What follows belongs to an exercise in optimizing a design on an open flow for small area, a short achievable clock period and few clock cycles per item; a production flow would make more cautious choices. At most, simulation tests tie the RTL to the original design; equivalence was not proved. The RTL of run 3 was laid out without a check of its function.

==> run.sh <==
#!/bin/bash
# synth_recipe.tcl (not shown) runs the flow's synth.tcl, then flattens the netlist and writes it again
# the make line also repeats each setting of config.mk as NAME=value (left out here)
make -C /OpenROAD-flow-scripts/flow DESIGN_CONFIG=/design/flow/config.mk WORK_HOME=/design/flow/orfs CLKGATE_MAP_FILE= SYNTH_SCRIPT=/design/flow/synth_recipe.tcl finish
==> config.mk <==
export PLATFORM = sky130hd
export DESIGN_NAME = amf_rx
export DESIGN_NICKNAME = amf_rx
export VERILOG_FILES = /design/flow/design.v
export SDC_FILE = /design/flow/constraint.sdc
export NUM_CORES = 4
export LEC_CHECK = 0
export ABC_AREA = 1
export CAP_MARGIN = 20
export CORE_MARGIN = 2
export CORE_UTILIZATION = 40
export SLEW_MARGIN = 20
==> design.v <==
module mul07_tree (input wire [23:0] ms, input wire sh, output wire [48:0] w);
    wire nsh = ~sh;
    wire t1 = ms[23] ^ ms[22];
    wire t2 = ms[23] & ms[22];
    wire t3 = ms[17] ^ ms[16];
    wire t4 = ms[17] & ms[16];
    wire t5 = ms[18] ^ ms[17] ^ ms[14];
    wire t6 = (ms[18] & ms[17]) | (ms[18] & ms[14]) | (ms[17] & ms[14]);
    wire t7 = ms[19] ^ ms[18] ^ ms[15];
    wire t8 = (ms[19] & ms[18]) | (ms[19] & ms[15]) | (ms[18] & ms[15]);
    wire t9 = ms[20] ^ ms[19] ^ ms[16];
    wire t10 = (ms[20] & ms[19]) | (ms[20] & ms[16]) | (ms[19] & ms[16]);
    wire t11 = ms[15] ^ ms[12];
    wire t12 = ms[15] & ms[12];
    wire t13 = ms[21] ^ ms[20] ^ ms[17];
    wire t14 = (ms[21] & ms[20]) | (ms[21] & ms[17]) | (ms[20] & ms[17]);
    wire t15 = ms[16] ^ ms[13] ^ ms[12];
    wire t16 = (ms[16] & ms[13]) | (ms[16] & ms[12]) | (ms[13] & ms[12]);
    wire t17 = ms[9] ^ ms[8];
    wire t18 = ms[9] & ms[8];
    wire t19 = ms[22] ^ ms[21] ^ ms[18];
    wire t20 = (ms[22] & ms[21]) | (ms[22] & ms[18]) | (ms[21] & ms[18]);
    wire t21 = ms[17] ^ ms[14] ^ ms[13];
    wire t22 = (ms[17] & ms[14]) | (ms[17] & ms[13]) | (ms[14] & ms[13]);
    wire t23 = ms[10] ^ ms[9] ^ ms[6];
    wire t24 = (ms[10] & ms[9]) | (ms[10] & ms[6]) | (ms[9] & ms[6]);
    wire t25 = ms[5] ^ ms[2];
    wire t26 = ms[5] & ms[2];
    wire t27 = ms[19] ^ ms[18] ^ ms[15];
    wire t28 = (ms[19] & ms[18]) | (ms[19] & ms[15]) | (ms[18] & ms[15]);
    wire t29 = ms[14] ^ ms[11] ^ ms[10];
    wire t30 = (ms[14] & ms[11]) | (ms[14] & ms[10]) | (ms[11] & ms[10]);
    wire t31 = ms[7] ^ ms[6] ^ ms[3];
    wire t32 = (ms[7] & ms[6]) | (ms[7] & ms[3]) | (ms[6] & ms[3]);
    wire t33 = ms[2] ^ ms[0] ^ nsh;
    wire t34 = (ms[2] & ms[0]) | (ms[2] & nsh) | (ms[0] & nsh);
    wire t35 = ms[23] ^ ms[20] ^ ms[19];
    wire t36 = (ms[23] & ms[20]) | (ms[23] & ms[19]) | (ms[20] & ms[19]);
    wire t37 = ms[16] ^ ms[15] ^ ms[12];
    wire t38 = (ms[16] & ms[15]) | (ms[16] & ms[12]) | (ms[15] & ms[12]);
    wire t39 = ms[11] ^ ms[8] ^ ms[7];
    wire t40 = (ms[11] & ms[8]) | (ms[11] & ms[7]) | (ms[8] & ms[7]);
    wire t41 = ms[4] ^ ms[3] ^ ms[1];
    wire t42 = (ms[4] & ms[3]) | (ms[4] & ms[1]) | (ms[3] & ms[1]);
    wire t43 = ms[21] ^ ms[20] ^ ms[17];
    wire t44 = (ms[21] & ms[20]) | (ms[21] & ms[17]) | (ms[20] & ms[17]);
    wire t45 = ms[16] ^ ms[13] ^ ms[12];
    wire t46 = (ms[16] & ms[13]) | (ms[16] & ms[12]) | (ms[13] & ms[12]);
    wire t47 = ms[9] ^ ms[8] ^ ms[5];
    wire t48 = (ms[9] & ms[8]) | (ms[9] & ms[5]) | (ms[8] & ms[5]);
    wire t49 = ms[22] ^ ms[21] ^ ms[18];
    wire t50 = (ms[22] & ms[21]) | (ms[22] & ms[18]) | (ms[21] & ms[18]);
    wire t51 = ms[17] ^ ms[14] ^ ms[13];
    wire t52 = (ms[17] & ms[14]) | (ms[17] & ms[13]) | (ms[14] & ms[13]);
    wire t53 = ms[10] ^ ms[9];
    wire t54 = ms[10] & ms[9];
    wire t55 = ms[23] ^ ms[22] ^ ms[19];
    wire t56 = (ms[23] & ms[22]) | (ms[23] & ms[19]) | (ms[22] & ms[19]);
    wire t57 = ms[18] ^ ms[15] ^ ms[14];
    wire t58 = (ms[18] & ms[15]) | (ms[18] & ms[14]) | (ms[15] & ms[14]);
    wire t59 = ms[11] ^ ms[10];
    wire t60 = ms[11] & ms[10];
    wire t61 = ms[23] ^ ms[20] ^ ms[19];
    wire t62 = (ms[23] & ms[20]) | (ms[23] & ms[19]) | (ms[20] & ms[19]);
    wire t63 = ms[16] ^ ms[15] ^ ms[12];
    wire t64 = (ms[16] & ms[15]) | (ms[16] & ms[12]) | (ms[15] & ms[12]);
    wire t65 = ms[21] ^ ms[20] ^ ms[17];
    wire t66 = (ms[21] & ms[20]) | (ms[21] & ms[17]) | (ms[20] & ms[17]);
    wire t67 = ms[22] ^ ms[21];
    wire t68 = ms[22] & ms[21];
    wire t69 = ms[23] ^ ms[22];
    wire t70 = ms[23] & ms[22];
    wire t71 = ms[12] ^ ms[11];
    wire t72 = ms[12] & ms[11];
    wire t73 = ms[13] ^ ms[12] ^ ms[9];
    wire t74 = (ms[13] & ms[12]) | (ms[13] & ms[9]) | (ms[12] & ms[9]);
    wire t75 = ms[8] ^ ms[5];
    wire t76 = ms[8] & ms[5];
    wire t77 = ms[14] ^ ms[13] ^ ms[10];
    wire t78 = (ms[14] & ms[13]) | (ms[14] & ms[10]) | (ms[13] & ms[10]);
    wire t79 = ms[9] ^ ms[6] ^ ms[5];
    wire t80 = (ms[9] & ms[6]) | (ms[9] & ms[5]) | (ms[6] & ms[5]);
    wire t81 = ms[15] ^ ms[14] ^ ms[11];
    wire t82 = (ms[15] & ms[14]) | (ms[15] & ms[11]) | (ms[14] & ms[11]);
    wire t83 = ms[10] ^ ms[7] ^ ms[6];
    wire t84 = (ms[10] & ms[7]) | (ms[10] & ms[6]) | (ms[7] & ms[6]);
    wire t85 = ms[16] ^ ms[15] ^ ms[12];
    wire t86 = (ms[16] & ms[15]) | (ms[16] & ms[12]) | (ms[15] & ms[12]);
    wire t87 = ms[11] ^ ms[8] ^ ms[7];
    wire t88 = (ms[11] & ms[8]) | (ms[11] & ms[7]) | (ms[8] & ms[7]);
    wire t89 = ms[4] ^ ms[3];
    wire t90 = ms[4] & ms[3];
    wire t91 = ms[13] ^ ms[12] ^ ms[9];
    wire t92 = (ms[13] & ms[12]) | (ms[13] & ms[9]) | (ms[12] & ms[9]);
    wire t93 = ms[8] ^ ms[5] ^ ms[4];
    wire t94 = (ms[8] & ms[5]) | (ms[8] & ms[4]) | (ms[5] & ms[4]);
    wire t95 = ms[1] ^ ms[0] ^ t3;
    wire t96 = (ms[1] & ms[0]) | (ms[1] & t3) | (ms[0] & t3);
    wire t97 = ms[13] ^ ms[10] ^ ms[9];
    wire t98 = (ms[13] & ms[10]) | (ms[13] & ms[9]) | (ms[10] & ms[9]);
    wire t99 = ms[6] ^ ms[5] ^ ms[2];
    wire t100 = (ms[6] & ms[5]) | (ms[6] & ms[2]) | (ms[5] & ms[2]);
    wire t101 = ms[1] ^ t4 ^ t5;
    wire t102 = (ms[1] & t4) | (ms[1] & t5) | (t4 & t5);
    wire t103 = ms[14] ^ ms[11] ^ ms[10];
    wire t104 = (ms[14] & ms[11]) | (ms[14] & ms[10]) | (ms[11] & ms[10]);
    wire t105 = ms[7] ^ ms[6] ^ ms[3];
    wire t106 = (ms[7] & ms[6]) | (ms[7] & ms[3]) | (ms[6] & ms[3]);
    wire t107 = ms[2] ^ t6 ^ t7;
    wire t108 = (ms[2] & t6) | (ms[2] & t7) | (t6 & t7);
    wire t109 = ms[11] ^ ms[8] ^ ms[7];
    wire t110 = (ms[11] & ms[8]) | (ms[11] & ms[7]) | (ms[8] & ms[7]);
    wire t111 = ms[4] ^ ms[3] ^ ms[0];
    wire t112 = (ms[4] & ms[3]) | (ms[4] & ms[0]) | (ms[3] & ms[0]);
    wire t113 = t8 ^ t9 ^ t11;
    wire t114 = (t8 & t9) | (t8 & t11) | (t9 & t11);
    wire t115 = ms[5] ^ ms[4] ^ ms[1];
    wire t116 = (ms[5] & ms[4]) | (ms[5] & ms[1]) | (ms[4] & ms[1]);
    wire t117 = ms[0] ^ t10 ^ t12;
    wire t118 = (ms[0] & t10) | (ms[0] & t12) | (t10 & t12);
    wire t119 = t13 ^ t15 ^ t17;
    wire t120 = (t13 & t15) | (t13 & t17) | (t15 & t17);
    wire t121 = ms[1] ^ sh ^ t14;
    wire t122 = (ms[1] & sh) | (ms[1] & t14) | (sh & t14);
    wire t123 = t16 ^ t18 ^ t19;
    wire t124 = (t16 & t18) | (t16 & t19) | (t18 & t19);
    wire t125 = t21 ^ t23 ^ t25;
    wire t126 = (t21 & t23) | (t21 & t25) | (t23 & t25);
    wire t127 = t1 ^ t20 ^ t22;
    wire t128 = (t1 & t20) | (t1 & t22) | (t20 & t22);
    wire t129 = t24 ^ t26 ^ t27;
    wire t130 = (t24 & t26) | (t24 & t27) | (t26 & t27);
    wire t131 = t29 ^ t31 ^ t33;
    wire t132 = (t29 & t31) | (t29 & t33) | (t31 & t33);
    wire t133 = t2 ^ t28 ^ t30;
    wire t134 = (t2 & t28) | (t2 & t30) | (t28 & t30);
    wire t135 = t32 ^ t34 ^ t35;
    wire t136 = (t32 & t34) | (t32 & t35) | (t34 & t35);
    wire t137 = t37 ^ t39 ^ t41;
    wire t138 = (t37 & t39) | (t37 & t41) | (t39 & t41);
    wire t139 = ms[4] ^ ms[2] ^ t36;
    wire t140 = (ms[4] & ms[2]) | (ms[4] & t36) | (ms[2] & t36);
    wire t141 = t38 ^ t40 ^ t42;
    wire t142 = (t38 & t40) | (t38 & t42) | (t40 & t42);
    wire t143 = t43 ^ t45 ^ t47;
    wire t144 = (t43 & t45) | (t43 & t47) | (t45 & t47);
    wire t145 = ms[6] ^ ms[5] ^ ms[3];
    wire t146 = (ms[6] & ms[5]) | (ms[6] & ms[3]) | (ms[5] & ms[3]);
    wire t147 = t44 ^ t46 ^ t48;
    wire t148 = (t44 & t46) | (t44 & t48) | (t46 & t48);
    wire t149 = t49 ^ t51 ^ t53;
    wire t150 = (t49 & t51) | (t49 & t53) | (t51 & t53);
    wire t151 = ms[7] ^ ms[6] ^ ms[4];
    wire t152 = (ms[7] & ms[6]) | (ms[7] & ms[4]) | (ms[6] & ms[4]);
    wire t153 = t50 ^ t52 ^ t54;
    wire t154 = (t50 & t52) | (t50 & t54) | (t52 & t54);
    wire t155 = t55 ^ t57 ^ t59;
    wire t156 = (t55 & t57) | (t55 & t59) | (t57 & t59);
    wire t157 = ms[11] ^ ms[8] ^ ms[7];
    wire t158 = (ms[11] & ms[8]) | (ms[11] & ms[7]) | (ms[8] & ms[7]);
    wire t159 = ms[5] ^ t56 ^ t58;
    wire t160 = (ms[5] & t56) | (ms[5] & t58) | (t56 & t58);
    wire t161 = t60 ^ t61 ^ t63;
    wire t162 = (t60 & t61) | (t60 & t63) | (t61 & t63);
    wire t163 = ms[16] ^ ms[13] ^ ms[12];
    wire t164 = (ms[16] & ms[13]) | (ms[16] & ms[12]) | (ms[13] & ms[12]);
    wire t165 = ms[9] ^ ms[8] ^ ms[6];
    wire t166 = (ms[9] & ms[8]) | (ms[9] & ms[6]) | (ms[8] & ms[6]);
    wire t167 = t62 ^ t64 ^ t65;
    wire t168 = (t62 & t64) | (t62 & t65) | (t64 & t65);
    wire t169 = ms[18] ^ ms[17] ^ ms[14];
    wire t170 = (ms[18] & ms[17]) | (ms[18] & ms[14]) | (ms[17] & ms[14]);
    wire t171 = ms[13] ^ ms[10] ^ ms[9];
    wire t172 = (ms[13] & ms[10]) | (ms[13] & ms[9]) | (ms[10] & ms[9]);
    wire t173 = ms[7] ^ t66 ^ t67;
    wire t174 = (ms[7] & t66) | (ms[7] & t67) | (t66 & t67);
    wire t175 = ms[19] ^ ms[18] ^ ms[15];
    wire t176 = (ms[19] & ms[18]) | (ms[19] & ms[15]) | (ms[18] & ms[15]);
    wire t177 = ms[14] ^ ms[11] ^ ms[10];
    wire t178 = (ms[14] & ms[11]) | (ms[14] & ms[10]) | (ms[11] & ms[10]);
    wire t179 = ms[8] ^ t68 ^ t69;
    wire t180 = (ms[8] & t68) | (ms[8] & t69) | (t68 & t69);
    wire t181 = ms[23] ^ ms[20] ^ ms[19];
    wire t182 = (ms[23] & ms[20]) | (ms[23] & ms[19]) | (ms[20] & ms[19]);
    wire t183 = ms[16] ^ ms[15] ^ ms[12];
    wire t184 = (ms[16] & ms[15]) | (ms[16] & ms[12]) | (ms[15] & ms[12]);
    wire t185 = ms[11] ^ ms[9] ^ t70;
    wire t186 = (ms[11] & ms[9]) | (ms[11] & t70) | (ms[9] & t70);
    wire t187 = ms[21] ^ ms[20] ^ ms[17];
    wire t188 = (ms[21] & ms[20]) | (ms[21] & ms[17]) | (ms[20] & ms[17]);
    wire t189 = ms[16] ^ ms[13] ^ ms[12];
    wire t190 = (ms[16] & ms[13]) | (ms[16] & ms[12]) | (ms[13] & ms[12]);
    wire t191 = ms[22] ^ ms[21] ^ ms[18];
    wire t192 = (ms[22] & ms[21]) | (ms[22] & ms[18]) | (ms[21] & ms[18]);
    wire t193 = ms[17] ^ ms[14];
    wire t194 = ms[17] & ms[14];
    wire t195 = ms[23] ^ ms[22] ^ ms[19];
    wire t196 = (ms[23] & ms[22]) | (ms[23] & ms[19]) | (ms[22] & ms[19]);
    wire t197 = ms[18] ^ ms[15];
    wire t198 = ms[18] & ms[15];
    wire t199 = ms[23] ^ ms[20] ^ ms[19];
    wire t200 = (ms[23] & ms[20]) | (ms[23] & ms[19]) | (ms[20] & ms[19]);
    wire t201 = ms[8] ^ ms[7];
    wire t202 = ms[8] & ms[7];
    wire t203 = ms[9] ^ ms[8] ^ ms[5];
    wire t204 = (ms[9] & ms[8]) | (ms[9] & ms[5]) | (ms[8] & ms[5]);
    wire t205 = ms[4] ^ ms[1];
    wire t206 = ms[4] & ms[1];
    wire t207 = ms[10] ^ ms[9] ^ ms[6];
    wire t208 = (ms[10] & ms[9]) | (ms[10] & ms[6]) | (ms[9] & ms[6]);
    wire t209 = ms[5] ^ ms[2] ^ ms[1];
    wire t210 = (ms[5] & ms[2]) | (ms[5] & ms[1]) | (ms[2] & ms[1]);
    wire t211 = ms[11] ^ ms[10] ^ ms[7];
    wire t212 = (ms[11] & ms[10]) | (ms[11] & ms[7]) | (ms[10] & ms[7]);
    wire t213 = ms[6] ^ ms[3] ^ ms[2];
    wire t214 = (ms[6] & ms[3]) | (ms[6] & ms[2]) | (ms[3] & ms[2]);
    wire t215 = ms[8] ^ ms[7] ^ ms[4];
    wire t216 = (ms[8] & ms[7]) | (ms[8] & ms[4]) | (ms[7] & ms[4]);
    wire t217 = ms[3] ^ ms[0] ^ t71;
    wire t218 = (ms[3] & ms[0]) | (ms[3] & t71) | (ms[0] & t71);
    wire t219 = ms[4] ^ ms[1] ^ ms[0];
    wire t220 = (ms[4] & ms[1]) | (ms[4] & ms[0]) | (ms[1] & ms[0]);
    wire t221 = t72 ^ t73 ^ t75;
    wire t222 = (t72 & t73) | (t72 & t75) | (t73 & t75);
    wire t223 = ms[2] ^ ms[1] ^ t74;
    wire t224 = (ms[2] & ms[1]) | (ms[2] & t74) | (ms[1] & t74);
    wire t225 = t76 ^ t77 ^ t79;
    wire t226 = (t76 & t77) | (t76 & t79) | (t77 & t79);
    wire t227 = ms[3] ^ ms[2] ^ t78;
    wire t228 = (ms[3] & ms[2]) | (ms[3] & t78) | (ms[2] & t78);
    wire t229 = t80 ^ t81 ^ t83;
    wire t230 = (t80 & t81) | (t80 & t83) | (t81 & t83);
    wire t231 = ms[0] ^ t82 ^ t84;
    wire t232 = (ms[0] & t82) | (ms[0] & t84) | (t82 & t84);
    wire t233 = t85 ^ t87 ^ t89;
    wire t234 = (t85 & t87) | (t85 & t89) | (t87 & t89);
    wire t235 = t86 ^ t88 ^ t90;
    wire t236 = (t86 & t88) | (t86 & t90) | (t88 & t90);
    wire t237 = t91 ^ t93 ^ t95;
    wire t238 = (t91 & t93) | (t91 & t95) | (t93 & t95);
    wire t239 = t92 ^ t94 ^ t96;
    wire t240 = (t92 & t94) | (t92 & t96) | (t94 & t96);
    wire t241 = t97 ^ t99 ^ t101;
    wire t242 = (t97 & t99) | (t97 & t101) | (t99 & t101);
    wire t243 = t98 ^ t100 ^ t102;
    wire t244 = (t98 & t100) | (t98 & t102) | (t100 & t102);
    wire t245 = t103 ^ t105 ^ t107;
    wire t246 = (t103 & t105) | (t103 & t107) | (t105 & t107);
    wire t247 = t104 ^ t106 ^ t108;
    wire t248 = (t104 & t106) | (t104 & t108) | (t106 & t108);
    wire t249 = t109 ^ t111 ^ t113;
    wire t250 = (t109 & t111) | (t109 & t113) | (t111 & t113);
    wire t251 = t110 ^ t112 ^ t114;
    wire t252 = (t110 & t112) | (t110 & t114) | (t112 & t114);
    wire t253 = t115 ^ t117 ^ t119;
    wire t254 = (t115 & t117) | (t115 & t119) | (t117 & t119);
    wire t255 = t116 ^ t118 ^ t120;
    wire t256 = (t116 & t118) | (t116 & t120) | (t118 & t120);
    wire t257 = t121 ^ t123 ^ t125;
    wire t258 = (t121 & t123) | (t121 & t125) | (t123 & t125);
    wire t259 = t122 ^ t124 ^ t126;
    wire t260 = (t122 & t124) | (t122 & t126) | (t124 & t126);
    wire t261 = t127 ^ t129 ^ t131;
    wire t262 = (t127 & t129) | (t127 & t131) | (t129 & t131);
    wire t263 = t128 ^ t130 ^ t132;
    wire t264 = (t128 & t130) | (t128 & t132) | (t130 & t132);
    wire t265 = t133 ^ t135 ^ t137;
    wire t266 = (t133 & t135) | (t133 & t137) | (t135 & t137);
    wire t267 = t134 ^ t136 ^ t138;
    wire t268 = (t134 & t136) | (t134 & t138) | (t136 & t138);
    wire t269 = t139 ^ t141 ^ t143;
    wire t270 = (t139 & t141) | (t139 & t143) | (t141 & t143);
    wire t271 = t140 ^ t142 ^ t144;
    wire t272 = (t140 & t142) | (t140 & t144) | (t142 & t144);
    wire t273 = t145 ^ t147 ^ t149;
    wire t274 = (t145 & t147) | (t145 & t149) | (t147 & t149);
    wire t275 = t146 ^ t148 ^ t150;
    wire t276 = (t146 & t148) | (t146 & t150) | (t148 & t150);
    wire t277 = t151 ^ t153 ^ t155;
    wire t278 = (t151 & t153) | (t151 & t155) | (t153 & t155);
    wire t279 = t152 ^ t154 ^ t156;
    wire t280 = (t152 & t154) | (t152 & t156) | (t154 & t156);
    wire t281 = t157 ^ t159 ^ t161;
    wire t282 = (t157 & t159) | (t157 & t161) | (t159 & t161);
    wire t283 = t158 ^ t160 ^ t162;
    wire t284 = (t158 & t160) | (t158 & t162) | (t160 & t162);
    wire t285 = t163 ^ t165 ^ t167;
    wire t286 = (t163 & t165) | (t163 & t167) | (t165 & t167);
    wire t287 = t164 ^ t166 ^ t168;
    wire t288 = (t164 & t166) | (t164 & t168) | (t166 & t168);
    wire t289 = t169 ^ t171 ^ t173;
    wire t290 = (t169 & t171) | (t169 & t173) | (t171 & t173);
    wire t291 = t170 ^ t172 ^ t174;
    wire t292 = (t170 & t172) | (t170 & t174) | (t172 & t174);
    wire t293 = t175 ^ t177 ^ t179;
    wire t294 = (t175 & t177) | (t175 & t179) | (t177 & t179);
    wire t295 = t176 ^ t178 ^ t180;
    wire t296 = (t176 & t178) | (t176 & t180) | (t178 & t180);
    wire t297 = t181 ^ t183 ^ t185;
    wire t298 = (t181 & t183) | (t181 & t185) | (t183 & t185);
    wire t299 = ms[10] ^ t182 ^ t184;
    wire t300 = (ms[10] & t182) | (ms[10] & t184) | (t182 & t184);
    wire t301 = t186 ^ t187 ^ t189;
    wire t302 = (t186 & t187) | (t186 & t189) | (t187 & t189);
    wire t303 = ms[13] ^ ms[11] ^ t188;
    wire t304 = (ms[13] & ms[11]) | (ms[13] & t188) | (ms[11] & t188);
    wire t305 = t190 ^ t191 ^ t193;
    wire t306 = (t190 & t191) | (t190 & t193) | (t191 & t193);
    wire t307 = ms[14] ^ ms[12] ^ t192;
    wire t308 = (ms[14] & ms[12]) | (ms[14] & t192) | (ms[12] & t192);
    wire t309 = t194 ^ t195 ^ t197;
    wire t310 = (t194 & t195) | (t194 & t197) | (t195 & t197);
    wire t311 = ms[16] ^ ms[15] ^ ms[13];
    wire t312 = (ms[16] & ms[15]) | (ms[16] & ms[13]) | (ms[15] & ms[13]);
    wire t313 = t196 ^ t198 ^ t199;
    wire t314 = (t196 & t198) | (t196 & t199) | (t198 & t199);
    wire t315 = ms[21] ^ ms[20] ^ ms[17];
    wire t316 = (ms[21] & ms[20]) | (ms[21] & ms[17]) | (ms[20] & ms[17]);
    wire t317 = ms[16] ^ ms[14] ^ t200;
    wire t318 = (ms[16] & ms[14]) | (ms[16] & t200) | (ms[14] & t200);
    wire t319 = ms[22] ^ ms[21] ^ ms[18];
    wire t320 = (ms[22] & ms[21]) | (ms[22] & ms[18]) | (ms[21] & ms[18]);
    wire t321 = ms[17] ^ ms[15];
    wire t322 = ms[17] & ms[15];
    wire t323 = ms[23] ^ ms[22] ^ ms[19];
    wire t324 = (ms[23] & ms[22]) | (ms[23] & ms[19]) | (ms[22] & ms[19]);
    wire t325 = ms[18] ^ ms[16];
    wire t326 = ms[18] & ms[16];
    wire t327 = ms[23] ^ ms[20] ^ ms[19];
    wire t328 = (ms[23] & ms[20]) | (ms[23] & ms[19]) | (ms[20] & ms[19]);
    wire t329 = ms[5] ^ ms[4];
    wire t330 = ms[5] & ms[4];
    wire t331 = ms[6] ^ ms[5] ^ ms[2];
    wire t332 = (ms[6] & ms[5]) | (ms[6] & ms[2]) | (ms[5] & ms[2]);
    wire t333 = ms[7] ^ ms[6] ^ ms[3];
    wire t334 = (ms[7] & ms[6]) | (ms[7] & ms[3]) | (ms[6] & ms[3]);
    wire t335 = ms[4] ^ ms[3] ^ ms[0];
    wire t336 = (ms[4] & ms[3]) | (ms[4] & ms[0]) | (ms[3] & ms[0]);
    wire t337 = ms[0] ^ t202 ^ t203;
    wire t338 = (ms[0] & t202) | (ms[0] & t203) | (t202 & t203);
    wire t339 = t204 ^ t206 ^ t207;
    wire t340 = (t204 & t206) | (t204 & t207) | (t206 & t207);
    wire t341 = t208 ^ t210 ^ t211;
    wire t342 = (t208 & t210) | (t208 & t211) | (t210 & t211);
    wire t343 = t212 ^ t214 ^ t215;
    wire t344 = (t212 & t214) | (t212 & t215) | (t214 & t215);
    wire t345 = t216 ^ t218 ^ t219;
    wire t346 = (t216 & t218) | (t216 & t219) | (t218 & t219);
    wire t347 = t220 ^ t222 ^ t223;
    wire t348 = (t220 & t222) | (t220 & t223) | (t222 & t223);
    wire t349 = t224 ^ t226 ^ t227;
    wire t350 = (t224 & t226) | (t224 & t227) | (t226 & t227);
    wire t351 = t228 ^ t230 ^ t231;
    wire t352 = (t228 & t230) | (t228 & t231) | (t230 & t231);
    wire t353 = t232 ^ t234 ^ t235;
    wire t354 = (t232 & t234) | (t232 & t235) | (t234 & t235);
    wire t355 = t236 ^ t238 ^ t239;
    wire t356 = (t236 & t238) | (t236 & t239) | (t238 & t239);
    wire t357 = t240 ^ t242 ^ t243;
    wire t358 = (t240 & t242) | (t240 & t243) | (t242 & t243);
    wire t359 = t244 ^ t246 ^ t247;
    wire t360 = (t244 & t246) | (t244 & t247) | (t246 & t247);
    wire t361 = t248 ^ t250 ^ t251;
    wire t362 = (t248 & t250) | (t248 & t251) | (t250 & t251);
    wire t363 = t252 ^ t254 ^ t255;
    wire t364 = (t252 & t254) | (t252 & t255) | (t254 & t255);
    wire t365 = t256 ^ t258 ^ t259;
    wire t366 = (t256 & t258) | (t256 & t259) | (t258 & t259);
    wire t367 = t260 ^ t262 ^ t263;
    wire t368 = (t260 & t262) | (t260 & t263) | (t262 & t263);
    wire t369 = t264 ^ t266 ^ t267;
    wire t370 = (t264 & t266) | (t264 & t267) | (t266 & t267);
    wire t371 = t268 ^ t270 ^ t271;
    wire t372 = (t268 & t270) | (t268 & t271) | (t270 & t271);
    wire t373 = t272 ^ t274 ^ t275;
    wire t374 = (t272 & t274) | (t272 & t275) | (t274 & t275);
    wire t375 = t276 ^ t278 ^ t279;
    wire t376 = (t276 & t278) | (t276 & t279) | (t278 & t279);
    wire t377 = t280 ^ t282 ^ t283;
    wire t378 = (t280 & t282) | (t280 & t283) | (t282 & t283);
    wire t379 = t284 ^ t286 ^ t287;
    wire t380 = (t284 & t286) | (t284 & t287) | (t286 & t287);
    wire t381 = t288 ^ t290 ^ t291;
    wire t382 = (t288 & t290) | (t288 & t291) | (t290 & t291);
    wire t383 = t292 ^ t294 ^ t295;
    wire t384 = (t292 & t294) | (t292 & t295) | (t294 & t295);
    wire t385 = t296 ^ t298 ^ t299;
    wire t386 = (t296 & t298) | (t296 & t299) | (t298 & t299);
    wire t387 = t300 ^ t302 ^ t303;
    wire t388 = (t300 & t302) | (t300 & t303) | (t302 & t303);
    wire t389 = t304 ^ t306 ^ t307;
    wire t390 = (t304 & t306) | (t304 & t307) | (t306 & t307);
    wire t391 = t308 ^ t310 ^ t311;
    wire t392 = (t308 & t310) | (t308 & t311) | (t310 & t311);
    wire t393 = t312 ^ t314 ^ t315;
    wire t394 = (t312 & t314) | (t312 & t315) | (t314 & t315);
    wire t395 = t316 ^ t318 ^ t319;
    wire t396 = (t316 & t318) | (t316 & t319) | (t318 & t319);
    wire t397 = t320 ^ t322 ^ t323;
    wire t398 = (t320 & t322) | (t320 & t323) | (t322 & t323);
    wire t399 = ms[17] ^ t324 ^ t326;
    wire t400 = (ms[17] & t324) | (ms[17] & t326) | (t324 & t326);
    wire t401 = ms[21] ^ ms[20] ^ ms[18];
    wire t402 = (ms[21] & ms[20]) | (ms[21] & ms[18]) | (ms[20] & ms[18]);
    wire t403 = ms[22] ^ ms[21];
    wire t404 = ms[22] & ms[21];
    wire t405 = ms[23] ^ ms[22];
    wire t406 = ms[23] & ms[22];
    wire t407 = ms[4] ^ ms[3];
    wire t408 = ms[4] & ms[3];
    wire t409 = ms[1] ^ ms[0] ^ t329;
    wire t410 = (ms[1] & ms[0]) | (ms[1] & t329) | (ms[0] & t329);
    wire t411 = ms[1] ^ t330 ^ t331;
    wire t412 = (ms[1] & t330) | (ms[1] & t331) | (t330 & t331);
    wire t413 = ms[2] ^ t332 ^ t333;
    wire t414 = (ms[2] & t332) | (ms[2] & t333) | (t332 & t333);
    wire t415 = t201 ^ t334 ^ t335;
    wire t416 = (t201 & t334) | (t201 & t335) | (t334 & t335);
    wire t417 = t205 ^ t336 ^ t337;
    wire t418 = (t205 & t336) | (t205 & t337) | (t336 & t337);
    wire t419 = t209 ^ t338 ^ t339;
    wire t420 = (t209 & t338) | (t209 & t339) | (t338 & t339);
    wire t421 = t213 ^ t340 ^ t341;
    wire t422 = (t213 & t340) | (t213 & t341) | (t340 & t341);
    wire t423 = t217 ^ t342 ^ t343;
    wire t424 = (t217 & t342) | (t217 & t343) | (t342 & t343);
    wire t425 = t221 ^ t344 ^ t345;
    wire t426 = (t221 & t344) | (t221 & t345) | (t344 & t345);
    wire t427 = t225 ^ t346 ^ t347;
    wire t428 = (t225 & t346) | (t225 & t347) | (t346 & t347);
    wire t429 = t229 ^ t348 ^ t349;
    wire t430 = (t229 & t348) | (t229 & t349) | (t348 & t349);
    wire t431 = t233 ^ t350 ^ t351;
    wire t432 = (t233 & t350) | (t233 & t351) | (t350 & t351);
    wire t433 = t237 ^ t352 ^ t353;
    wire t434 = (t237 & t352) | (t237 & t353) | (t352 & t353);
    wire t435 = t241 ^ t354 ^ t355;
    wire t436 = (t241 & t354) | (t241 & t355) | (t354 & t355);
    wire t437 = t245 ^ t356 ^ t357;
    wire t438 = (t245 & t356) | (t245 & t357) | (t356 & t357);
    wire t439 = t249 ^ t358 ^ t359;
    wire t440 = (t249 & t358) | (t249 & t359) | (t358 & t359);
    wire t441 = t253 ^ t360 ^ t361;
    wire t442 = (t253 & t360) | (t253 & t361) | (t360 & t361);
    wire t443 = t257 ^ t362 ^ t363;
    wire t444 = (t257 & t362) | (t257 & t363) | (t362 & t363);
    wire t445 = t261 ^ t364 ^ t365;
    wire t446 = (t261 & t364) | (t261 & t365) | (t364 & t365);
    wire t447 = t265 ^ t366 ^ t367;
    wire t448 = (t265 & t366) | (t265 & t367) | (t366 & t367);
    wire t449 = t269 ^ t368 ^ t369;
    wire t450 = (t269 & t368) | (t269 & t369) | (t368 & t369);
    wire t451 = t273 ^ t370 ^ t371;
    wire t452 = (t273 & t370) | (t273 & t371) | (t370 & t371);
    wire t453 = t277 ^ t372 ^ t373;
    wire t454 = (t277 & t372) | (t277 & t373) | (t372 & t373);
    wire t455 = t281 ^ t374 ^ t375;
    wire t456 = (t281 & t374) | (t281 & t375) | (t374 & t375);
    wire t457 = t285 ^ t376 ^ t377;
    wire t458 = (t285 & t376) | (t285 & t377) | (t376 & t377);
    wire t459 = t289 ^ t378 ^ t379;
    wire t460 = (t289 & t378) | (t289 & t379) | (t378 & t379);
    wire t461 = t293 ^ t380 ^ t381;
    wire t462 = (t293 & t380) | (t293 & t381) | (t380 & t381);
    wire t463 = t297 ^ t382 ^ t383;
    wire t464 = (t297 & t382) | (t297 & t383) | (t382 & t383);
    wire t465 = t301 ^ t384 ^ t385;
    wire t466 = (t301 & t384) | (t301 & t385) | (t384 & t385);
    wire t467 = t305 ^ t386 ^ t387;
    wire t468 = (t305 & t386) | (t305 & t387) | (t386 & t387);
    wire t469 = t309 ^ t388 ^ t389;
    wire t470 = (t309 & t388) | (t309 & t389) | (t388 & t389);
    wire t471 = t313 ^ t390 ^ t391;
    wire t472 = (t313 & t390) | (t313 & t391) | (t390 & t391);
    wire t473 = t317 ^ t392 ^ t393;
    wire t474 = (t317 & t392) | (t317 & t393) | (t392 & t393);
    wire t475 = t321 ^ t394 ^ t395;
    wire t476 = (t321 & t394) | (t321 & t395) | (t394 & t395);
    wire t477 = t325 ^ t396 ^ t397;
    wire t478 = (t325 & t396) | (t325 & t397) | (t396 & t397);
    wire t479 = t327 ^ t398 ^ t399;
    wire t480 = (t327 & t398) | (t327 & t399) | (t398 & t399);
    wire t481 = t328 ^ t400 ^ t401;
    wire t482 = (t328 & t400) | (t328 & t401) | (t400 & t401);
    wire t483 = ms[19] ^ t402 ^ t403;
    wire t484 = (ms[19] & t402) | (ms[19] & t403) | (t402 & t403);
    wire t485 = ms[20] ^ t404 ^ t405;
    wire t486 = (ms[20] & t404) | (ms[20] & t405) | (t404 & t405);
    wire t487 = ms[23] ^ ms[21] ^ t406;
    wire t488 = (ms[23] & ms[21]) | (ms[23] & t406) | (ms[21] & t406);
    wire [48:0] ra = {1'b0, 1'b0, ms[23], ms[22], t486, t484, t482, t480, t478, t476, t474, t472, t470, t468, t466, t464, t462, t460, t458, t456, t454, t452, t450, t448, t446, t444, t442, t440, t438, t436, t434, t432, t430, t428, t426, t424, t422, t420, t418, t416, t414, t412, t410, t408, ms[0], ms[3], ms[2], ms[1], ms[0]};
    wire [48:0] rb = {1'b0, 1'b0, 1'b0, t488, t487, t485, t483, t481, t479, t477, t475, t473, t471, t469, t467, t465, t463, t461, t459, t457, t455, t453, t451, t449, t447, t445, t443, t441, t439, t437, t435, t433, t431, t429, t427, t425, t423, t421, t419, t417, t415, t413, t411, t409, t407, ms[2], ms[1], ms[0], 1'b0};
    assign w = ra + rb;
endmodule
module filt_step (
    input  wire [30:0] s,
    input  wire [7:0]  te,
    input  wire [23:0] tm,
    output wire [30:0] y
);
    wire [7:0]  es  = s[30:23];
    wire [23:0] ms  = {es != 8'd0, s[22:0]};
    wire        big = es > 8'd1;
    wire        p47 = ms >= 24'hB6DB6E;         
    wire        sh  = big & ~p47;
    wire [48:0] w;
    mul07_tree u_tree (.ms(ms), .sh(sh), .w(w));
    wire [24:0] mh  = sh ? w[47:23] : w[48:24];    
    wire [7:0]  eh  = big ? (p47 ? es : es - 8'd1) : 8'd1;
    wire        hge = eh >= te;
    wire [7:0]  dab = hge ? eh - te : te - eh;
    wire        far = dab > 8'd27;
    wire [27:0] lost_mask = ~(28'hFFFFFFF << dab[4:0]);
    wire [27:0] hx  = {mh, 3'b000};
    wire [27:0] hs  = hx >> dab[4:0];
    wire        hl  = far ? (|mh) : (|(hx & lost_mask));
    wire [27:0] oph = hge ? hx : (far ? {27'd0, hl} : {hs[27:1], hs[0] | hl});
    wire [27:0] tx  = {1'b0, tm, 3'b000};
    wire [27:0] ts  = tx >> dab[4:0];
    wire        tl  = far ? (|tm) : (|(tx & lost_mask));
    wire [27:0] opt = ~hge ? tx : (far ? {27'd0, tl} : {ts[27:1], ts[0] | tl});
    wire [7:0]  ex  = hge ? eh : te;
    wire [2:0]  low = oph[2:0] | opt[2:0];      
    wire [25:0] ya  = {1'b0, oph[27:3]} + {1'b0, opt[27:3]};
    wire [26:0] yc  = {1'b0, oph[27:3], 1'b1} + {1'b0, opt[27:3], 1'b1};
    wire [25:0] yb  = yc[26:1];                 
    wire        ovf = ya[24];
    wire        inc0 = low[2] & (low[1] | low[0] | ya[0]);
    wire        inc1 = ya[0] & ((|low) | ya[1]);
    wire [24:0] m0  = inc0 ? yb[24:0] : ya[24:0];
    wire [24:0] m1  = inc1 ? yb[25:1] : ya[25:1];
    wire [24:0] mn  = ovf ? m1 : m0;
    wire [7:0]  eo  = ex - 8'd1 + {7'd0, ovf};
    assign y = {eo + {6'd0, mn[24:23]}, mn[22:0]};
endmodule
module mul03 (
    input  wire [30:0] x,
    output wire [7:0]  e,
    output wire [23:0] m
);
    wire [7:0]  ex  = x[30:23];
    wire [23:0] mx  = {ex != 8'd0, x[22:0]};
    wire        q47 = mx >= 24'hD55555;         
    wire        lo  = ex < 8'd2;
    wire        e2  = ex == 8'd2;
    wire [25:0] mx2 = lo ? {2'b00, mx} : (e2 | q47) ? {1'b0, mx, 1'b0} : {mx, 2'b00};
    wire [29:0] b9  = {4'd0, mx2} + {1'b0, mx2, 3'b000};
    wire [33:0] b153 = {4'd0, b9} + {b9, 4'd0};
    wire [49:0] q   = {16'd0, b153} + {8'd0, b153, 8'd0} + {b153, 16'd0} + {24'd0, mx2};
    wire [23:0] mt  = q[48:25];
    wire        g   = q[24];
    wire        st  = |mx2[22:0];                 
    wire        inc = g & (st | mt[0]);
    wire [24:0] mr  = {1'b0, mt} + {24'd0, inc};
    wire [7:0]  er  = (lo | e2) ? 8'd1 : (q47 ? ex - 8'd1 : ex - 8'd2);
    assign m = mr[24] ? 24'h800000 : mr[23:0];
    assign e = mr[24] ? er + 8'd1 : er;
endmodule
module amf_rx (
    input  wire        clk,
    input  wire        rst,
    input  wire        in_valid,
    output wire        in_ready,
    input  wire [31:0] sample,
    output reg         frm_valid,
    output wire [63:0] frm_payload,
    output reg         frm_crc_ok
);
    assign in_ready = 1'b1;
    reg        m_valid;
    reg [30:0] m_r;
    always @(posedge clk) begin
        m_valid <= in_valid & ~rst;
        if (in_valid)
            m_r <= sample[30:0];
    end
    reg        t_valid;
    reg [7:0]  t_e;
    reg [23:0] t_m;
    wire [7:0]  te_next;
    wire [23:0] tm_next;
    mul03 u_new (.x(m_r), .e(te_next), .m(tm_next));
    always @(posedge clk) begin
        t_valid <= m_valid & ~rst;
        if (m_valid) begin
            t_e <= te_next;
            t_m <= tm_next;
        end
    end
    reg  [30:0] smoothed;
    reg  [4:0]  decim_count;
    reg         fwd_valid;
    wire [30:0] smoothed_next;
    filt_step u_filt (.s(smoothed), .te(t_e), .tm(t_m), .y(smoothed_next));
    always @(posedge clk) begin
        if (rst) begin
            smoothed    <= 31'd0;
            decim_count <= 5'd0;
            fwd_valid   <= 1'b0;
        end else begin
            fwd_valid <= t_valid && decim_count == 5'd16;
            if (t_valid) begin
                smoothed    <= smoothed_next;
                decim_count <= (decim_count == 5'd16) ? 5'd0 : decim_count + 5'd1;
            end
        end
    end
    localparam [25:0] FLOOR = 26'hAAAAAB;       
    reg  [25:0] ook_max;
    reg         chip_valid;
    reg         chip;
    wire        take, chip_next;
    wire [25:0] c, k0;
    peak u_peak (.v(smoothed), .ook_max(ook_max), .c(c), .k0(k0), .take(take), .chip_next(chip_next));
    always @(posedge clk) begin
        if (rst) begin
            ook_max    <= FLOOR;
            chip_valid <= 1'b0;
        end else begin
            chip_valid <= fwd_valid;
            if (fwd_valid) begin
                ook_max <= take ? c : k0;
                chip    <= chip_next;
            end
        end
    end
    localparam [1:0] LOW_A = 2'd0, LOW_B = 2'd1, HIGH_A = 2'd2, HIGH_B = 2'd3;
    localparam [15:0] X48A = 16'h807B;    
    localparam [11:0] X48Q = 12'h913;     
    reg        last_chip;
    reg  [2:0] since_edge;
    reg  [1:0] phase;
    reg [47:0] frame;           
    reg  [3:0] ones;            
    reg [15:0] rem_a;           
    reg [11:0] rem_q;           
    wire [2:0] since_next = (chip != last_chip) ? 3'd1 : since_edge + 3'd1;
    wire       mid_bit    = (since_next == 3'd4);
    wire       emit       = chip_valid && mid_bit && phase[0];
    wire       d          = phase[1];
    wire       match      = ~frame[47] && (ones == 4'd15);
    reg [1:0] phase_next;
    always @* begin
        case (phase)
            LOW_A:   phase_next = chip ? HIGH_B : LOW_A;
            LOW_B:   phase_next = chip ? HIGH_A : LOW_A;
            HIGH_A:  phase_next = chip ? HIGH_A : LOW_B;
            default: phase_next = chip ? HIGH_A : LOW_A;
        endcase
    end
    wire [16:0] ra  = {rem_a, d};
    wire [15:0] ra1 = (ra[16] ? ra[15:0] ^ 16'h8005 : ra[15:0]) ^ (frame[47] ? X48A : 16'd0);
    wire [12:0] rq  = {rem_q, d};
    wire [11:0] rq1 = (rq[12] ? rq[11:0] ^ 12'h805 : rq[11:0]) ^ (frame[47] ? X48Q : 12'd0);
    wire [3:0]  brand = frame[46:43];
    wire        crc_next = (brand == 4'd2 || brand == 4'd10) ? (rq1 == 12'd0 && frame[2:0] == 3'd0 && ~d)
                                                           : (ra1 == 16'd0);
    always @(posedge clk) begin
        if (rst) begin
            last_chip  <= 1'b0;
            since_edge <= 3'd0;
            phase      <= LOW_A;
        end else if (chip_valid) begin
            last_chip  <= chip;
            since_edge <= since_next;
            if (mid_bit)
                phase <= phase_next;
        end
    end
    always @(posedge clk) begin
        if (rst || frm_valid) begin
            frame     <= 48'd0;
            ones      <= 4'd0;
            rem_a     <= 16'd0;
            rem_q     <= 12'd0;
            frm_valid <= 1'b0;
        end else if (emit) begin
            frame     <= {frame[46:0], d};
            ones      <= frame[47] ? ones + {3'd0, ones != 4'd15} : 4'd0;
            rem_a     <= ra1;
            rem_q     <= rq1;
            frm_valid <= match;
            frm_crc_ok <= crc_next;
        end
    end
    assign frm_payload = {16'hFFFE, frame};
endmodule
module peak (
    input  wire [30:0] v,
    input  wire [25:0] ook_max,
    output wire [25:0] c,
    output wire [25:0] k0,
    output wire        take,
    output wire        chip_next
);
    localparam [25:0] FLOOR = 26'hAAAAAB;       
    localparam [25:0] ONE   = 26'h2000000;
    wire [30:0] smoothed = v;
    wire [7:0]  ve    = smoothed[30:23];
    wire        vsmall = ve < 8'd125;           
    assign      c     = (ve >= 8'd127) ? ONE :
                        (ve == 8'd126) ? {1'b0, 1'b1, smoothed[22:0], 1'b0} :
                                         {2'b00, 1'b1, smoothed[22:0]};
    wire        dhi   = ook_max >= 26'd16780572;    
    wire [25:0] dec   = ook_max - (dhi ? 26'd3356 : 26'd3355);
    wire        fl    = ook_max < 26'd11188166;     
    assign      k0    = fl ? FLOOR : dec;
    wire        thi   = ook_max >= 26'd22372978;    
    wire [28:0] zk    = thi ? 29'd10064 : dhi ? 29'd10066 : 29'd10063;
    wire [28:0] z     = {1'b0, c, 2'b00} + ~{3'b000, ook_max} + ~{2'b00, ook_max, 1'b0} + zk + 29'd2;
    wire        zpos  = ~z[28] & (|z[27:0]);
    wire        zeq   = z == 29'd0;
    wire        gt_d  = zpos | (zeq & (thi ? c[1] : c[0]));
    wire        gt_f  = c > 26'h800000;
    assign      take  = ~vsmall && (fl ? (c >= FLOOR) : (c > dec));
    assign      chip_next = take || (~vsmall && (fl ? gt_f : gt_d));
endmodule
==> constraint.sdc <==
create_clock -name core_clock -period 35.0 [get_ports {clk}]
set_input_delay 7.0000 -clock core_clock [delete_from_list [all_inputs] [get_ports {clk}]]
set_output_delay 7.0000 -clock core_clock [all_outputs]
set_load 0.01 [all_outputs]
==> results of run 1 <==
[cells in the mapped netlist, drive strengths merged (82+ instances only)]
| cell type | n |
|---|---|
| buf | 83 |
| ha | 426 |
| clkbuf | 85 |
| nand3 | 483 |
| xor2 | 189 |
| a21oi | 412 |
| nand2 | 1269 |
| fa | 233 |
| o21ai | 433 |
| inv | 1048 |
| nand4 | 82 |
| dfxtp | 153 |
| nor2 | 519 |
[final cells by class]
class | instances | area, um^2 | area share, %
Inverter | 1051 | 3950 | 9.52
Multi-Input combinational cell | 4498 | 29000 | 69.9
Sequential cell | 218 | 5010 | 12.1
Timing Repair Buffer | 112 | 1040 | 2.52
Clock inverter | 12 | 136 | 0.329
Tap cell | 1276 | 1600 | 3.85
Clock buffer | 36 | 752 | 1.81
[registers in the layout, summed over array words and instances, names as in the netlist]
signal / flops
frame: 48
m_r: 31
smoothed: 31
ook_max: 26
t_m: 24
rem_a: 16
rem_q: 12
t_e: 8
decim_count: 5
ones: 4
since_edge: 3
phase: 2
chip: 1
chip_valid: 1
frm_crc_ok: 1
frm_valid: 1
fwd_valid: 1
last_chip: 1
m_valid: 1
t_valid: 1
[worst reg2reg max path, delay by kind of cell, from the launching register on]
family,cells,cell delay [ns]
adders and majority gates,11,4.26
AOI/OAI and AO/OA,14,2.90
and+or+nand+nor,20,2.85
buffers and inverters,14,2.55
xor gates and xnor gates,3,0.42
DFF,1,0.36
[layer usage]
| layer | part of all wire [%] | global-route usage (%) |
|---|---|---|
| met5 | 0 | 0 |
| met4 | 2.8 | 6.79 |
| met3 | 5.5 | 2.46 |
| met2 | 45 | 41.9 |
| met1 | 47 | 36.7 |
[cell families after synthesis]
logic type,count (synthesis)
and+or+nand+nor,2498
buffers and inverters,1219
AOI/OAI and AO/OA,1074
adders and majority gates,659
xor gates and xnor gates,247
DFF,218
other,2
muxes,1
[worst paths after layout]
kind / from / end / slack, ns / depth (start not counted)
worst min-delay path: rem_q[6] / rem_q[7] / 0.47 / 2
worst max-delay path: smoothed[23] / smoothed[30] / 21.55 / 62
worst min register to register: rem_q[6] / rem_q[7] / 0.47 / 2
worst max register to register: smoothed[23] / smoothed[30] / 21.55 / 62
[per-stage QoR]
step / cells / hold WS, ns
2_1_floorplan: 5935 / 0.434
3_3_place_gp: 7155 / 0.455
3_5_place_dp: 7155 / 0.463
4_1_cts: 7203 / 0.472
6_report: 7203 / 0.467
5_1_grt: 7203 / 0.496
==> summary.txt, run 1 <==
initial antenna violation count=0; Seq/Total Area, Yosys=13.0%; drt wl/cell=18.2 um; CP Capture Type=flip-flop; post-synth top area share=13.8%; largest family of logic cells by synthesized area=simple AND/OR/NAND/NOR gates; Post-CTS Setup Repair Bufs=0; CTS buffer count=26; fmax=74.4 MHz; most frequent cells in the layout=nand2_1, inv_1, nor2_1; layout cells sized above 1=3.09%; Routability Congestion=1.02; effective utilization at floorplan=40.1%; Ports=102; final instance area=41500 um^2; DIE AREA=99100 um^2; Post-Synth Simple-Gate Area=27.7%; Setup crit start kind=flip-flop; vias post-DR=38500; mux share of post-synthesis cell area=0.0259%; fin crit period=13.45 ns; DP Wirelength=108000 um; fraction of the cycle the final worst path needs=38.4%; Max-cap violations=0; number of fill cells=10300; CTS max path bufs=3; Hold WC Path Type=reg2reg; H-tree level count=1; Cell Rows=114; DR iter-0 viols=3521; CTS root buf=clkbuf_16; Final Hold Fails=0; gr ovfl total=0; slew margin rel.=22.9%; final setup margin=21.55 ns; Crit Path Category=reg2reg; CP bufs+invs=14; post-synthesis compound-gate area fraction=15.4%; Worst-Margin Slew=1.13 ns; status=finished clean; die span in y=315 um; n_diodes=0; DRC Markers=0; Tot GR Track Use=25.9%; vias in the first global route=36400; CP arrival=13.92 ns; most common cell after layout, fill and taps aside=nand2_1; Crit path required time=35.47 ns; setup TNS=0 ns; Util after Layout=43.1%; DR pass1 iterations=6; IO buf count=83; Clock Latency Late Sink=0.58 ns; xor and xnor area share after synthesis=5.68%; Synth area leader=ha_1; Adder-Cell Fraction of Synth Area=25.9%; WL final=131000 um; Syn Area/Cell=6.53 um^2; Slowest cell on crit path=fa_1; fin nets=6601; post-synth cell types=80; clock sink count=218; placed cell area=40600 um^2; DRT antenna net count=0; CP top delay family=adder cells; RSZ-0062 raised after global routing=false; Core Area=96300 um^2; post-cts hold buffer count=0; Synth area leaders=ha_1, nand2_1, fa_1; cells after synthesis=5918; ys async rst share=0%; CP max FO=32; Pins Over Slew Limit=0; Die X=315 um; Main synth FF type=dfxtp_1; clock slew at reported path FFs=0.07 ns; Seq cells post-synth=218; Post-Syn Area=38600 um^2; # setup viols final=0; post-DR vias/cell=5.34; first-pass GRT wire length=205000 um; Yosys Warn Count=1; CTS tree=yes; EDFF count, synth=65; CTS resizes=0; area grow syn2layout=7.28%; Critical Path Max Stage Delay=0.54 ns; Layout Skew=0.0171 ns; Place WS=21.79 ns; largest net degree at the start of global routing=87
Testbench counts, summed over its fixed seeds: cycles 882,746, items 882,746.
==> run 2, diff against run 1 <==
--- a/config.mk
+++ b/config.mk
@@ -6,7 +6,7 @@
 export NUM_CORES = 4
 export LEC_CHECK = 0
 export ABC_AREA = 1
-export CAP_MARGIN = 20
+export CAP_MARGIN = 70
 export CORE_MARGIN = 2
 export CORE_UTILIZATION = 40
-export SLEW_MARGIN = 20
+export SLEW_MARGIN = 70
==> summary.txt, run 2 <==
Max-cap violations=0; clock sink count=218; EDFF count, synth=65; Largest Register=frame; first-pass GRT wire length=206000 um; largest net degree at the start of global routing=66; H-tree level count=1; Hold WC Path Type=reg2reg; cells after synthesis=5918; CTS tree=yes; Core Area=96300 um^2; # setup viols final=0; vias post-DR=38600; CTS buffer count=26; most common cell in the netlist=nand2_1; DR iter-0 viols=3480; RSZ-0062 raised after global routing=false; final instance area=42400 um^2; list of most frequent post-synthesis cells=nand2_1, inv_1, nor2_1; initial antenna violation count=1; CP Capture Type=flip-flop; ys async rst share=0%; setup TNS=0 ns; Slowest cell on crit path=fa_1; Synth area leaders=ha_1, nand2_1, fa_1; WL final=131000 um; Post-CTS Setup Repair Bufs=0; Critical Path Max Stage Delay=0.53 ns; fin nets=6611; Worst path most repeated cell=inv_1; leading registers by flop count=frame x48, m_r x31, smoothed x31; Main synth FF type=dfxtp_1; CTS root buf=clkbuf_16; CTS resizes=0; Largest register FFs=48; die span in y=315 um; Synth area leader=ha_1; Layout Skew=0.0186 ns; fmax=77.8 MHz; Setup crit start kind=flip-flop; Crit Path Category=reg2reg; Yosys Warn Count=1; number of fill cells=10200; Cell Rows=114; status=finished clean; Ports=102; DR pass1 iterations=6; Crit path required time=35.48 ns; DRC Markers=0; Tot GR Track Use=26.0%; placed cell area=41300 um^2; post-DR vias/cell=5.35; Routability Congestion=1.02; CTS max path bufs=3; layout cells sized above 1=5.15%; Post-Syn Area=38600 um^2; CP arrival=13.33 ns; fin crit period=12.85 ns; effective utilization at floorplan=40.1%; Final Hold Fails=0; Syn Area/Cell=6.53 um^2; Seq cells post-synth=218; clock slew at reported path FFs=0.07 ns; gr ovfl total=0; n_diodes=0; Non-Filler Instances=7213; DIE AREA=99100 um^2; post-synth top area share=13.8%; vias in the first global route=36700; placed insts=7164; IO buf count=83; DRT antenna net count=0; Fin Hold WS=0.466 ns; post-synth cell types=80; area grow syn2layout=9.63%; Pins Over Slew Limit=0; most common cell after layout, fill and taps aside=nand2_1; post-cts hold buffer count=0; drt wl/cell=18.2 um; most frequent cells in the layout=nand2_1, inv_1, nor2_1; fraction of the cycle the final worst path needs=36.7%; Seq/Total Area, Yosys=13.0%; CP max FO=32; Clock Latency Late Sink=0.59 ns; DP Wirelength=108000 um; Die X=315 um
==> run 2: cell count changes in the layout (fill, tap and decap cells not counted), sizes merged <==
cell / delta
clkinv: +1
bufinv: +1
clkbuf: -3
clkinvlp: +4
buf: +9
inv: -2
==> run 2: kinds of logic (layout without fill, tap and decap cells) <==
| logic type | count (synthesis) | count (layout) | share of synthesized area [%] |
|---|---|---|---|
| AND/OR/NAND/NOR | 2498 | 2498 | 27.7 |
| buffers and inverters | 1219 | 1221 | 12.3 |
| AO/OA/AOI/OAI | 1074 | 1074 | 15.4 |
| adder cells (fa/ha/maj) | 659 | 659 | 25.9 |
| XOR/XNOR | 247 | 247 | 5.68 |
| flip-flops | 218 | 218 | 13.0 |
| other | 2 | 19 | 0.0194 |
| multiplexers | 1 | 1 | 0.0259 |
==> run 2: per-stage QoR <==
stage | setup WS [ns] | utilization (%)
after CTS | 22.32 | 43.8
after floorplan | 24.53 | -
final | 22.15 | 44.0
after global routing | 21.21 | 44.0
after global placement | 21.83 | 42.1
after detailed placement | 22.36 | 42.9
==> run 2: cell type report <==
type / instances / area [um^2] / share of cell area (%)
Inverter: 1051 / 3980 / 9.39
Timing Repair Buffer: 122 / 1240 / 2.93
Tap cell: 1276 / 1600 / 3.77
Clock buffer: 32 / 703 / 1.66
Multi-Input combinational cell: 4498 / 29600 / 69.9
Clock inverter: 16 / 183 / 0.431
Sequential cell: 218 / 5040 / 11.9
==> run 2: path summary, 6_finish.rpt <==
check	cells after the start	slack (ns)	from	end
worst min-delay path	2	0.47	rem_q[6]	rem_q[7]
worst min register to register	2	0.47	rem_q[6]	rem_q[7]
worst max register to register	63	22.15	smoothed[30]	smoothed[30]
worst max-delay path	63	22.15	smoothed[30]	smoothed[30]
==> run 2: critical path, delay by kind of cell (launching register included) <==
| kind | cells | cell delay (ns) |
|---|---|---|
| adder cells (fa/ha/maj) | 11 | 4.46 |
| AND/OR/NAND/NOR | 20 | 2.76 |
| AO/OA/AOI/OAI | 14 | 2.70 |
| buffers and inverters | 15 | 2.07 |
| XOR/XNOR | 3 | 0.42 |
| flip-flops | 1 | 0.31 |
==> run 2: metal layers <==
layer  track usage [%]  vias to the layer above  share of wire (%)
li1                  -                    19200                  -
met2              42.3                     1227                 45
met3              2.39                      193                6.0
met5                 0                        -                  0
met1              36.7                    18000                 46
met4              7.39                        0                2.9
==> run 3, diff against run 2 <==
--- a/design.v
+++ b/design.v
@@ -511,14 +511,14 @@
     wire [7:0]  dab = hge ? eh - te : te - eh;
     wire        far = dab > 8'd27;
     wire [27:0] lost_mask = ~(28'hFFFFFFF << dab[4:0]);
-    wire [27:0] hx  = {mh, 3'b000};
-    wire [27:0] hs  = hx >> dab[4:0];
-    wire        hl  = far ? (|mh) : (|(hx & lost_mask));
-    wire [27:0] oph = hge ? hx : (far ? {27'd0, hl} : {hs[27:1], hs[0] | hl});
-    wire [27:0] tx  = {1'b0, tm, 3'b000};
-    wire [27:0] ts  = tx >> dab[4:0];
-    wire        tl  = far ? (|tm) : (|(tx & lost_mask));
-    wire [27:0] opt = ~hge ? tx : (far ? {27'd0, tl} : {ts[27:1], ts[0] | tl});
+    wire [24:0] xm  = hge ? mh : {1'b0, tm};
+    wire [24:0] zm  = hge ? {1'b0, tm} : mh;
+    wire [27:0] zx  = {zm, 3'b000};
+    wire [27:0] zs  = zx >> dab[4:0];
+    wire        zl  = far ? (|zm) : (|(zx & lost_mask));
+    wire [27:0] za  = far ? {27'd0, zl} : {zs[27:1], zs[0] | zl};
+    wire [27:0] oph = {xm, 3'b000};
+    wire [27:0] opt = za;
     wire [7:0]  ex  = hge ? eh : te;
     wire [2:0]  low = oph[2:0] | opt[2:0];      
     wire [25:0] ya  = {1'b0, oph[27:3]} + {1'b0, opt[27:3]};
@@ -571,8 +571,7 @@
     reg [30:0] m_r;
     always @(posedge clk) begin
         m_valid <= in_valid & ~rst;
-        if (in_valid)
-            m_r <= sample[30:0];
+        m_r     <= sample[30:0];
     end
     reg        t_valid;
     reg [7:0]  t_e;
@@ -582,10 +581,8 @@
     mul03 u_new (.x(m_r), .e(te_next), .m(tm_next));
     always @(posedge clk) begin
         t_valid <= m_valid & ~rst;
-        if (m_valid) begin
-            t_e <= te_next;
-            t_m <= tm_next;
-        end
+        t_e     <= te_next;
+        t_m     <= tm_next;
     end
     reg  [30:0] smoothed;
     reg  [4:0]  decim_count;
@@ -612,16 +609,16 @@
     wire        take, chip_next;
     wire [25:0] c, k0;
     peak u_peak (.v(smoothed), .ook_max(ook_max), .c(c), .k0(k0), .take(take), .chip_next(chip_next));
+    always @(posedge clk)
+        chip <= chip_next;
     always @(posedge clk) begin
         if (rst) begin
             ook_max    <= FLOOR;
             chip_valid <= 1'b0;
         end else begin
             chip_valid <= fwd_valid;
-            if (fwd_valid) begin
+            if (fwd_valid)
                 ook_max <= take ? c : k0;
-                chip    <= chip_next;
-            end
         end
     end
     localparam [1:0] LOW_A = 2'd0, LOW_B = 2'd1, HIGH_A = 2'd2, HIGH_B = 2'd3;
@@ -680,9 +677,10 @@
             rem_a     <= ra1;
             rem_q     <= rq1;
             frm_valid <= match;
-            frm_crc_ok <= crc_next;
         end
     end
+    always @(posedge clk)
+        frm_crc_ok <= crc_next;
     assign frm_payload = {16'hFFFE, frame};
 endmodule
 module peak (
==> summary.txt, run 3 <==
status=finished clean; Hold WC Path Type=reg2reg; Crit path required time=35.48 ns; Critical Path Max Stage Delay=0.51 ns; Hold Path End=t_valid; Largest register FFs=48; placed cell area=39200 um^2; Ports=102; slew margin rel.=65.5%; Post-CTS Setup Repair Bufs=0; placed insts=6784; leading registers by flop count=frame x48, m_r x31, smoothed x31; post-cts hold buffer count=0; area grow syn2layout=9.76%; post-synth cell types=80; CTS tree=yes; RSZ-0062 raised after global routing=false; gr ovfl total=0; fin nets=6325; Seq/Total Area, Yosys=11.9%; clock sink count=218; Place WS=22.30 ns; Non-Filler Instances=6837; fin crit period=12.89 ns; DR iter-0 viols=3138; CTS buffer count=27; Syn Area/Cell=6.55 um^2; Routability Congestion=0.991; list of most frequent post-synthesis cells=nand2_1, inv_1, nor2_1; final instance area=40400 um^2; worst hold start=m_valid; most common cell in the netlist=nand2_1; Core Area=91400 um^2; Post-Syn Area=36800 um^2; Die X=307 um; most frequent cells in the layout=nand2_1, inv_1, nor2_1; CTS resizes=0; post-DR vias/cell=5.31; CP arrival=13.37 ns; Seq cells post-synth=218; # setup viols final=0; CTS root buf=clkbuf_16; Main synth FF type=dfxtp_1; CP Capture Type=flip-flop; fraction of the cycle the final worst path needs=36.8%; Tot GR Track Use=24.9%; Worst-Margin Slew=0.514 ns; n_diodes=0; H-tree level count=1; largest net degree at the start of global routing=84; effective utilization at floorplan=40.3%; IO buf count=83; layout cells sized above 1=5.18%; WL final=120000 um; Fin Hold WS=0.404 ns; reg2reg end=smoothed[29]; Yosys Warn Count=1; EDFF count, synth=0; vias in the first global route=34100; clock slew at reported path FFs=0.06 ns; DIE AREA=94400 um^2; hold depth=2; CTS max path bufs=3; vias post-DR=36300; DR pass1 iterations=6; Util after Layout=44.2%; CP max FO=34; post-synth top area share=14.5%; Setup crit start kind=flip-flop; Pins Over Slew Limit=0; initial antenna violation count=0; DRT antenna net count=0; Cell Rows=111; setup TNS=0 ns; Largest Register=frame; first-pass GRT wire length=188000 um; Crit Path Category=reg2reg; Max-cap violations=0; Reg2Reg Setup Slack=22.11 ns; Synth area leaders=ha_1, fa_1, dfxtp_1; Clock Latency Late Sink=0.60 ns; die span in y=307 um; final setup margin=22.11 ns; ys async rst share=0%; DRC Markers=0; DP Wirelength=99600 um; fmax=77.6 MHz; drt wl/cell=17.6 um; RR Startpoint=smoothed[28]; Synth area leader=ha_1; Final Hold Fails=0; Layout Skew=0.0202 ns; r2r worst-path depth=61; most common cell after layout, fill and taps aside=nand2_1; Slowest cell on crit path=fa_1; cells after synthesis=5619
-- run 3: changes by cell type in the layout (fill, tap and decap cells not counted), sizes merged, moves of 12 or more --
cell    change
dfxtp      +65
nor2       +43
a221oi     +15
nand4      -16
a21oi      -39
edfxtp     -65
inv        -69
o21ai     -106
o211ai     +14
o21a       -12
nand2     -101
nor3       -16
nand3      +27
o22ai      -21
-- run 3: worst max-delay path: cells and delay by family (launching register included) --
kind	cells	cell delay, ns
fa+ha+maj	12	4.63
compound gates	14	3.02
simple gates	20	2.87
buf+inv	13	1.62
flops	1	0.33
xor+xnor	2	0.27
-- run 3: routing by layer --
metal,track usage [%],share of wire (%),vias to the layer above
met3,2.10,5.5,211
met1,33.4,44,16900
li1,-,-,18200
met2,41.5,46,1048
met4,9.29,4.0,0
met5,0,0,-
-- run 3: worst max-delay path by stage --
stage	startpoint	endpoint	slack [ns]	cells past startpoint
final	smoothed[28]	smoothed[29]	22.11	61
after global routing	smoothed[28]	smoothed[30]	21.33	62
after CTS	smoothed[28]	smoothed[29]	22.25	61
after detailed placement	smoothed[28]	smoothed[29]	22.30	63
after global placement	smoothed[28]	smoothed[29]	21.04	60
after floorplan	smoothed[28]	smoothed[29]	24.47	65
-- run 3: cell families after synthesis --
family                     after synthesis  synth area share, %
DFF                                    218                 11.9
and+or+nand+nor                       2441                 28.7
buffers and inverters                 1127                 12.0
adders and majority gates              660                 27.2
other                                    2               0.0204
muxes                                    1               0.0272
xor gates and xnor gates               253                 6.21
AOI/OAI and AO/OA                      917                 14.0
-- run 3: area by class of cell --
class	count	area, um^2
Fill cell	9665	51000
Timing Repair Buffer	113	1140
Clock inverter	13	234
Clock buffer	37	773
Sequential cell	218	4390
Multi-Input combinational cell	4291	28600
Inverter	979	3700
Tap cell	1186	1480

re-timing with driven ports:
Ports are ideal in the flow. The routed layouts listed here were re-timed in OpenROAD.
Step 1 sets driving cells, clkbuf_16 on the clock port and buf_2 on the other inputs (assumed; they add their load-dependent delay and slew).
Step 2 moves the port delays by t, midway between the first and last clock arrival at a register: inputs arrive t later, outputs are due t later. That takes back most of the time a late clock gives input paths.
Slacks: ideal ports / drivers / drivers and shift; pairs: ideal ports / drivers.
run	t, ns	slack for setup (ns)	hold WS [ns]	worst slew at a driven data input, ns	pins driven straight from the clock port
run 1	0.632	21.551 / 21.551 / 21.551	0.467 / 0.467 / 0.467	0.04	1
run 2	0.636	22.153 / 22.153 / 22.153	0.466 / 0.466 / 0.466	0.04	1
run 3	0.652	22.110 / 22.110 / 22.110	0.404 / 0.404 / 0.404	0.05	1
After both steps every run listed still meets setup and hold.
